Background: an optimization exercise with open tools, aiming at small area, a short achievable clock period and few clock cycles. Do not read the settings as production practice.
The RTL was checked by simulation tests, not by an equivalence proof against the original design.
Power is estimated from default activity; no workload was simulated.

job 9868:
==> flow/design.v (excerpt) <==
module frame_parser (
    input  wire        clk,
    input  wire        rst,             
    input  wire        in_valid,
    output wire        in_ready,
    input  wire [31:0] in_data,
    input  wire [2:0]  in_bytes,
    input  wire        in_last,
    output reg         out_valid,
    input  wire        out_ready,
    output wire [4:0]  out_info,        
    output wire [31:0] out_stored,
    output wire [31:0] out_calc,
    output wire [7:0]  out_type,
    output wire [31:0] out_length,
    output wire [31:0] out_data_start,
    output wire [31:0] out_data_end,
    output wire [31:0] out_vlq_count
);
export LEC_CHECK = 0
export CAP_MARGIN = 20
export CORE_MARGIN = 2
export CORE_UTILIZATION = 40
export SETUP_SLACK_MARGIN = 2.5
export SLEW_MARGIN = 20
export SYNTH_MEMORY_MAX_BITS = 16384
create_clock -name core_clock -period 5.0 [get_ports {clk}]
standard.sh (not shown) runs the stock make flow with config.mk's settings and CLKGATE_MAP_FILE= SYNTH_SCRIPT=/design/flow/synth_recipe.tcl, a recipe that flattens the netlist after the stock synthesis.
==> flow/flow/run.sh <==
#!/bin/bash
# The standard layout (the standard.sh, all steps) with two changes:
#  - the port buffers that buffer_ports inserts are sky130_fd_sc_hd__buf_1
#    instead of its default pick;
#  - clock tree synthesis builds from clkbuf_8 and adds no dummy loads.
set -euo pipefail
bash standard.sh \
  "BUFFER_PORTS_ARGS=-buffer_cell sky130_fd_sc_hd__buf_1" \
  "CTS_ARGS=-sink_clustering_enable -repair_clock_nets -dont_use_dummy_load -buf_list sky130_fd_sc_hd__clkbuf_8" \
  finish > orfs_make.log 2>&1
Testbench counts of job 9868, summed over its fixed seeds: cycles 45,109.
For job 9451, these inputs were changed with respect to job 9868:
-- flow/design.v --
<<< job 9868, line 330
        crc_d = crc;
        if (inv_en)
            crc_d = crc_inv1(crc_inv1(crc));
        if (clr_pend)
            crc_d = 32'hFFFFFFFF;
>>> job 9451, line 330
        crc_d = crc;
        if (inv_en)
            crc_d = crc_inv1(crc);
        if (clr_pend)
            crc_d = 32'hFFFFFFFF;
<<< job 9868, line 434
                if (case_a) begin
                    trunc   <= 1'b1;
                    inv_cnt <= {1'b0, inv_a[1:0], 2'd0};
                end else if (lb_tr) begin
                    trunc <= 1'b1;
                    if (flush)
                        inv_cnt <= {1'b0, inv_b[1:0], 2'd0};
                    else
                        fin_pend <= 1'b1;
>>> job 9451, line 434
                if (case_a) begin
                    trunc   <= 1'b1;
                    inv_cnt <= {inv_a[1:0], 3'd0};
                end else if (lb_tr) begin
                    trunc <= 1'b1;
                    if (flush)
                        inv_cnt <= {inv_b[1:0], 3'd0};
                    else
                        fin_pend <= 1'b1;
Findings:
Job 9451 | stages: all done | timing, DRC, antenna: all pass. Clock insertion delay at the later pin of the skew report across job 9868 and job 9451: no real change. Job 9868 → job 9451: wire length per cell down 1.5%; synthesized area now sits lower; routing usage on met2 comparable; timing-limited maximum frequency did not really move; total power consumption of the routed design decreased 0.00045 W. For job 9451, the highest-delay cell along the critical path was sky130_fd_sc_hd__edfxtp_1, unlike job 9868, where it was sky130_fd_sc_hd__dfxtp_1. For the fill cell instance count of the final layout, job 9451 came in about 5% lower than job 9868 did.
Testbench counts of job 9451, summed over its fixed seeds: cycles 45,661.


Setup of the baseline:
Another version of the RTL of frame_parser (not shown whole).
Size in the first run: roughly 1800 cells after synthesis, roughly 300 flip-flops, ~250 I/O pins.
export LEC_CHECK = 0
export CAP_MARGIN = 20
export CORE_MARGIN = 2
export CORE_UTILIZATION = 40
export SETUP_SLACK_MARGIN = 2.5
export SLEW_MARGIN = 20
export SYNTH_MEMORY_MAX_BITS = 16384
create_clock -name core_clock -period 5.0 [get_ports {clk}]
Scripts as last shown in full above: flow/flow/run.sh
The baseline went all the way through synthesis, placement and routing and the layout is clean on timing, DRC and antenna.
Testbench counts of the baseline, summed over its fixed seeds: cycles 45,109.
Modified inputs, the candidate compared to the baseline
-- flow/design.v --
<<< the baseline, line 327
    wire [3:0] flm_n = (((in_bi == 2'd2) && term_acc) ? pk_mask : 4'b0000) & thermo(in_bytes) &
                       {o_sp <= 3'd3, o_sp <= 3'd2, o_sp <= 3'd1, 1'b0};
    wire craw      = frame_c && ib_n4 && !l3[7];
    wire kindF_x   = ib_b1 ? frame_c : (kind == KIND_FRAME);
    wire done_x    = ib_b1 ? (!frame_c || (craw && l_zero))
                           : (done || (rg_pend && acc_zero) || f1 || v_last || lb);
    wire term_x    = ib_b1 ? craw : term;
    wire rgnz_x    = ib_b1 ? !l_zero : (rg_pend ? !acc_zero : (g_do ? !rg_one : rg_nz));
    wire rgone_x   = ib_b1 ? (!l_zero && (l3[6:0] <= 7'd4)) :
                     rg_pend ? (!acc_zero && acc_le4) :
                     g_do ? (rg_x ? (rg == 15'd1) : (rg == 15'd2)) : rg_one;
    wire gdo_x     = g_ld_acc && rgnz_x;
    wire lbtr_n    = accept && in_last && (in_bi == 2'd2) && kindF_x && !done_x &&
                     term_x && !(gdo_x && gpart_nx) && rgnz_x && !(gdo_x && rgone_x);
    wire done_n;
    wire ib_full_n = accept ? 1'b1 : (ib_full && !consume);
    wire [1:0] bi_n = accept ? in_bi : ib_bi;
    wire pk_act_r  = (vq || (ib_b1 && frame_c && ib_n4 && l3[7] && !ib_last)) && in_valid && !pk_fin;
    wire v_term_r  = pk_act_r && v_ok && !vb[7];
    wire [1:0] osel_n  = (accept && (in_bi == 2'd1)) ? in_data[25:24] :
                         v_term_r ? ((ib_b1 ? 2'd1 : ds_v[1:0]) + vb[1:0]) :
                         ib_b1 ? ib_data[25:24] : o_reg;
    wire pred = (bi_n == 2'd0) ? !sh_busy_n :
                (bi_n == 2'd1) ? rec_free_n : 1'b1;
>>> the candidate, line 327
    wire [3:0] flm_n = (((in_bi == 2'd2) && term_acc) ? pk_mask : 4'b0000) & thermo(in_bytes) &
                       {o_sp <= 3'd3, o_sp <= 3'd2, o_sp <= 3'd1, 1'b0};
    wire lbtr_n    = accept && in_last && (in_bi == 2'd2) && (kind_n == KIND_FRAME) && !done_n &&
                     term_nx && !(gdo_nx && gpart_nx) && rg_nz_n && !(gdo_nx && rg_one_nx);
    wire done_n;
    wire ib_full_n = accept ? 1'b1 : (ib_full && !consume);
    wire [1:0] bi_n = accept ? in_bi : ib_bi;
    wire [1:0] o_reg_n = (!rst && (c_term || v_term)) ? o_new : o_reg;
    wire [1:0] osel_n  = (!rst && ib_full_n && (bi_n == 2'd1)) ?
                         (accept ? in_data[25:24] : ib_data[25:24]) : o_reg_n;
    wire pred = (bi_n == 2'd0) ? !sh_busy_n :
                (bi_n == 2'd1) ? rec_free_n : 1'b1;
<<< the baseline, line 522
                flm_r <= flm_n;
            if (v_term)
                lnz_r <= ((ib_b1 ? {18'd0, l3[6:0], vb[6:0]} : {acc[24:0], vb[6:0]}) != 32'd0);
            if (fin_pend)
                chk <= (kind == KIND_FRAME) && !trunc && !ovf && eq;
>>> the candidate, line 510
                flm_r <= flm_n;
            if (v_term)
                lnz_r <= ((commit ? {18'd0, l3[6:0], vb[6:0]} : {acc[24:0], vb[6:0]}) != 32'd0);
            if (fin_pend)
                chk <= (kind == KIND_FRAME) && !trunc && !ovf && eq;
### Flow results
- Combinational fraction of design power was higher in the run labelled the baseline.
- Measured against each other, the candidate and the baseline differ in via count, the higher figure coming from the baseline.
- In the candidate relative to the baseline, post-layout instance count excluding filler cells had gone down by a few percent.
- Cell count along the critical path | the candidate below the baseline
- The candidate ends up with a global-route usage that is 0.60 points lower than in the baseline.
- In the flow results for the candidate and the baseline, the final design utilization is smaller on the candidate.
- Against the baseline, the candidate comes in 0.15 ns higher on setup slack.
- Compared with the baseline, the candidate shows worst hold slack lower by 0.010 ns.
- Share of final layout cell area taken by clock buffers and inverters for the candidate: 0.31 points up relative to the baseline
Testbench counts of the candidate, summed over its fixed seeds: cycles 45,109.

-- what the ideal ports hide --
The results above use ideal ports. As a check the final layouts listed here were re-extracted and re-timed, cells and wires unchanged.
Step 1 sets driving cells, clkbuf_16 on the clock port and buf_2 on the other inputs (assumed; they add their load-dependent delay and slew).
Step 2 adds t to the input delays and takes it off the output delays; t is the mean of the earliest and latest rising clock arrival at the registers after step 1. Input paths then give back, and output paths get back, about the clock's delay inside the block.
Three values: ideal, step 1, step 2; two values: the first two.
run	t, ns	slack for setup (ns)	hold WS [ns]	slew at the worst register clock pin (ns)	worst slew at a driven data input, ns
job 9868	0.684	2.491 / 2.441 / 2.024	0.447 / 0.447 / 0.447	0.07 / 0.07	0.06
job 9451	0.672	2.484 / 2.465 / 2.004	0.443 / 0.443 / 0.443	0.06 / 0.06	0.05
the baseline	0.653	2.326 / 2.326 / 1.879	0.452 / 0.452 / 0.452	0.07 / 0.07	0.04
the candidate	0.663	2.477 / 2.486 / 1.843	0.442 / 0.442 / 0.442	0.06 / 0.06	0.05
After both steps setup and hold are still met in every run listed. For the candidate, which loses most, drivers alone change the setup slack by +0.009 ns; drivers and shift together by -0.634 ns.
